What follows belongs to an exercise in optimizing a design on an open flow for small area, a short achievable clock period and few clock cycles per item; a production flow would make more cautious choices.
Only simulation tests tie the RTL to the original design; equivalence was not proved.

== red ==
==> flow/design.v (excerpt) <==
module vorgen (
    input  wire        clk,
    input  wire        rst,
    input  wire        node_we,
    input  wire [5:0]  node_idx,
    input  wire [9:0]  node_dx,
    input  wire [8:0]  node_dy,
    input  wire [2:0]  node_dp,
    input  wire        node_dc,
    input  wire [2:0]  node_da,
    input  wire        start,
    input  wire [9:0]  start_x,
    input  wire [8:0]  start_y,
    input  wire [17:0] start_len,
    output wire        idle,
    output wire        out_valid,
    input  wire        out_ready,
    output wire [7:0]  out_byte
);
For scale: about 18000 cells after synthesis, about 84 I/O pins.
==> flow/config.mk <==
export PLATFORM = sky130hd
export DESIGN_NAME = vorgen
export DESIGN_NICKNAME = vorgen
export VERILOG_FILES = /design/flow/design.v
export SDC_FILE = /design/flow/constraint.sdc
export NUM_CORES = 4
export LEC_CHECK = 0
export CAP_MARGIN = 20
export CORE_MARGIN = 2
export CORE_UTILIZATION = 40
export SLEW_MARGIN = 20
export SETUP_SLACK_MARGIN = 9
==> flow/constraint.sdc <==
create_clock -name core_clock -period 14.0 [get_ports {clk}]
set_input_delay 2.8000 -clock core_clock [delete_from_list [all_inputs] [get_ports {clk}]]
set_output_delay 2.8000 -clock core_clock [all_outputs]
set_load 0.01 [all_outputs]
standard.sh (not shown) runs the stock make flow with config.mk's settings and CLKGATE_MAP_FILE= SYNTH_SCRIPT=/design/flow/synth_recipe.tcl, a recipe that flattens the netlist after the stock synthesis.
==> flow/flow/run.sh <==
#!/bin/bash
# Standard ORFS layout (the standard.sh, standard synthesis unchanged), with the
# timing repair asked to keep a setup margin so that the achieved period shrinks.
set -euo pipefail
cat >> config.mk <<'CFG'
export SETUP_SLACK_MARGIN = 9
CFG
bash standard.sh > standard_flow.log 2>&1
red completed; timing, DRC and antenna clean
Testbench counts of red, summed over its fixed seeds: cycles 27,267, bytes 19,660.
## Diff of input files: blue against red
--- a/flow/design.v
+++ b/flow/design.v
@@ -205,27 +205,25 @@
     wire p_slot = p_uw;
     wire w_ju  = !w_ok[0] || lexlt(c_v1, c_idx, w_v[0], w_i[0]);
     wire w_jw  = !w_ok[1] || lexlt(c_v1, c_idx, w_v[1], w_i[1]);
     wire w_uw  = !w_ok[1] || (w_ok[0] && lexlt(w_v[0], w_i[0], w_v[1], w_i[1]));
     wire w_ins = c_ok && (w_ju || w_jw);
     wire w_slot = w_uw;
     wire scan_busy = any_beat || f_ok || h_ok || g_ok;
     wire [20:0] pb_s0 = pb_v[0] - {9'd0, pv_x[0], 2'b0};
     wire [20:0] pb_s1 = pb_v[1] - {9'd0, pv_x[1], 2'b0};
     wire        kp_ok = p_slot ? pv_ok[0] : pv_ok[1];
     wire [20:0] kp_v  = p_slot ? pn_v[0] : pn_v[1];
     wire [5:0]  kp_i  = p_slot ? pv_i[0] : pv_i[1];
-    wire        kp_lt0 = lexlt(cn_v, c_idx, pn_v[0], pv_i[0]);
-    wire        kp_lt1 = lexlt(cn_v, c_idx, pn_v[1], pv_i[1]);
-    wire        kp_far = kp_ok && (p_slot ? kp_lt0 : kp_lt1);
+    wire        kp_far = kp_ok && lexlt(cn_v, c_idx, kp_v, kp_i);
     wire [20:0] pw_v0 = pv_v[0] - {10'd0, pv_x[0], 1'b0};
     wire [20:0] pw_v1 = pv_v[1] - {10'd0, pv_x[1], 1'b0};
     wire        pb_01 = lexlt(pb_v[0], pv_i[0], pb_v[1], pv_i[1]);
     integer k;
     always @(posedge clk) begin
         for (k = 0; k < N; k = k + 1) begin
             if (init && c_ok && c_idx == k)
                 dtab[k] <= cn_v;
             else
                 dtab[k] <= dtab[k] - {9'd0, tx[k] & {10{step}}, 2'b0};
         end
         f_ok  <= scan_go;
Findings:
Across red and blue, none had a timing, DRC or antenna violation. blue ends up with lower total length of routed met3 wires than red does. red → blue: post-synthesis area per instance has increased. Changes observed in blue relative to red: floorplan core area comparable, routed wire length lower, global-route usage over all layers picked up an extra 0.21 points. | final worst-path setup slack | higher: red |. Status: floorplan die area parity (blue, red). Looking at initial antenna violation count, blue sits 12 above red. Count of instances resized after the clock tree is built: blue vs red up about 12%.
Testbench counts of blue, summed over its fixed seeds: cycles 27,267, bytes 19,660.

==> re-timing with driven ports <==
How much do the figures lean on ideal ports? The routed layouts below were timed once more, with nothing changed but the port constraints. Step 1, drivers: a clkbuf_16 drives clk and a buf_2 each remaining input, both assumed. Step 2 also shifts input and output timing later by t, the mid clock arrival at the registers, as if the neighbouring blocks saw the same clock. a / b / c = ideal / step 1 / step 2; a / b = the first two.
| run | shift t [ns] | setup slack, ns | hold WS [ns] | worst setup path after step 2 |
|---|---|---|---|---|
| red | 1.052 | 8.794 / 8.794 / 8.421 | 0.305 / 0.305 / 0.305 | input to register |
| blue | 1.064 | 8.779 / 8.779 / 8.284 | 0.313 / 0.313 / 0.313 | input to register |
After both steps setup and hold are still met in every run listed. For blue, which loses most, drivers alone change the setup slack by 0.000 ns; drivers and shift together by -0.495 ns.
